This is an optimization exercise on Yosys and OpenROAD, whose aim is small area, not a production implementation. At most, simulation tests tie the RTL to the original design; equivalence was not proved. The flow treats the clock pin as an ideal source. Dropping or thinning the clock tree relies on that and would not hold on a real chip. Power is estimated from default activity; no workload was simulated.

## the reference run
Design vtcore, start of the top module:
module vtcore (
    input  wire        clk,
    input  wire        rst,           
    input  wire        cmd_valid,
    input  wire [31:0] cmd_data,
    output wire        cmd_ready,
    input  wire [15:0] io_base,
    output wire        port_wr,
    output wire [15:0] port_addr,
    output wire [31:0] port_wdata,
    input  wire        port_fail,
    output wire [15:0] pc,
    output wire [2:0]  fault_code,
    output wire [15:0] fault_pc,
    output wire [31:0] fault_cmd
);
Size: roughly 520 cells after synthesis, roughly 70 flip-flops.
export LEC_CHECK = 0
export ABC_AREA = 1
export CAP_MARGIN = 20
export CORE_MARGIN = 2
export CORE_UTILIZATION = 40
export PLACE_DENSITY = 0.6
export SLEW_MARGIN = 20
create_clock -name core_clock -period 5.0 [get_ports {clk}]
standard.sh (not shown) runs the stock make flow with config.mk's settings and CLKGATE_MAP_FILE= SYNTH_SCRIPT=/design/flow/synth_recipe.tcl, a recipe that flattens the netlist after the stock synthesis.
==> flow/flow/run.sh <==
#!/bin/bash
# ORFS layout (the standard.sh) with these changes:
#  - synthesis maps logic with an area-oriented ABC script (flow/abc_area.script);
#    everything else in the synthesis scripts is ORFS's own, so registers are unchanged
#  - port buffers use sky130_fd_sc_hd__buf_1
#  - one tie cell per constant instead of one per constant pin
#  - placement is not timing driven; synthesis buffers are removed before it
#  - the clock tree is one level of four buf_12, each driving the registers of
#    one quarter of the design (flow/manual_cts.tcl), in place of TritonCTS
# Each tool's output goes to the logs ORFS writes under orfs/logs, and make's
# output to synth_make.log and flow_make.log here.
set -euo pipefail
here=$(pwd)
rm -rf "$here/orfs_scripts"
cp -r "$FLOW_HOME/scripts" "$here/orfs_scripts"
cp "$here/flow/abc_area.script" "$here/orfs_scripts/abc_area.script"
sed -i "s|^log_cmd clock_tree_synthesis .*|source $here/flow/manual_cts.tcl|" "$here/orfs_scripts/cts.tcl"
grep -q "manual_cts.tcl" "$here/orfs_scripts/cts.tcl"
bash standard.sh synth "SCRIPTS_DIR=$here/orfs_scripts" > synth_make.log 2>&1
bash standard.sh finish \
  "SCRIPTS_DIR=$here/orfs_scripts" \
  "SKIP_REPAIR_TIE_FANOUT=1" \
  "GPL_TIMING_DRIVEN=0" \
  "PRE_GLOBAL_PLACE_TCL=$here/flow/pre_gpl.tcl" \
  "BUFFER_PORTS_ARGS=-buffer_cell sky130_fd_sc_hd__buf_1" \
  > flow_make.log 2>&1
Other scripts of this flow, unchanged in this note and not shown: flow/flow/abc_area.script, flow/flow/manual_cts.tcl, flow/flow/pre_gpl.tcl
The reference run completed end to end with timing, DRC and antenna clean.
The inputs of the trial run differ from those of the reference run as listed below.
--- a/flow/design.v
+++ b/flow/design.v
@@ -210,15 +210,15 @@
                     end else begin
                         state <= ST_HOLD;
                     end
                     if (seg == SG_INIT) m <= 5'd13;
                     else if (seg == SG_DESEL) m <= long_pause ? 5'd23 : 5'd1;
                 end
                 ST_HOLD: begin
-                    if (hc_end && long_seg) m <= m - 5'd1;
+                    if (hc_end && long_seg && m != 5'd0) m <= m - 5'd1;
                     if (hold_done) begin
                         if (last_ph && nx_done) begin
                             pc_r  <= pc_r + 16'd1;
                             fs    <= done_fs;
                             state <= ST_IDLE;
                         end else begin
                             state <= ST_WRITE;
@@ -236,14 +236,16 @@
                                     m <= m - 5'd1;
                                 end
                             end
                             if (seg == SG_SBIT)
                                 m <= (m == 5'd29) ? 5'd21 : m - 5'd1;
                             if (seg == SG_DESEL)
                                 cmd_r[27:26] <= frame + 2'd1;
+                            if (seg == SG_START || seg == SG_SEL)
+                                m <= 5'd31;
                         end
                     end
                 end
                 default: ;  
             endcase
         end
     end
==> comparison <==
The reference run → the trial run: multi-input logic area lower, register area share after synthesis roughly the same.
Summary — area growth from synthesis to final layout, the trial run relative to the reference run: lower, by 0.77 points.
The antenna diode instance count on the trial run is in line with that on the reference run.
Of the two values seen for worst setup path startpoint, m[0] was produced by the reference run and seg[1] by the trial run.
Final critical path time including I/O delays and setup came out higher on the trial run than on the reference run.
From the reference run to the trial run the numbers moved as follows: final non-filler cell area lost 0.57%, complex-gate fraction of the synthesized area picked up an extra 2.8 points.
[diff] global-route wire length before repair, the trial run relative to the reference run: regression
Per the comparison of the trial run with the reference run, cell area power density down about 20%, combinational share of power saw a decrease, detailed-routing iteration count for the pre-antenna-repair pass went up by 1, post-CTS repair timing setup buffer count was more or less identical, final core utilization has decreased.
In the flow results for the trial run and the reference run, the highest cell delay on the worst timing path is smaller on the reference run.
No functional check of the RTL was part of the reference run. In every run of this note, the design's own scripts or RTL, not TritonCTS, make the clock network.

## separate check: timing with driven ports
No port has a modelled driver above. Below, the same layouts with a new extraction and two added sets of constraints.
Step 1 (the two cells are an assumption about what drives the block):
set clk [get_ports {clk}]
set_driving_cell -lib_cell sky130_fd_sc_hd__clkbuf_16 $clk
set_driving_cell -lib_cell sky130_fd_sc_hd__buf_2 [delete_from_list [all_inputs] $clk]
Step 2 also shifts input and output timing later by t, the mid clock arrival at the registers, as if the neighbouring blocks saw the same clock.
a / b / c = no drivers / after step 1 / after step 2; a / b = the first two.
| run | shift t [ns] | slack for setup (ns) | hold slack, ns | worst setup path after step 2 |
|---|---|---|---|---|
| the reference run | 0.205 | 0.478 / 0.477 / 0.477 | 0.461 / 0.461 / 0.461 | register to register |
| the trial run | 0.202 | 0.400 / 0.400 / 0.400 | 0.451 / 0.451 / 0.451 | register to register |
After both steps every run listed still meets setup and hold. For the reference run, which loses most, drivers alone change the setup slack by -0.001 ns; drivers and shift together by -0.001 ns.
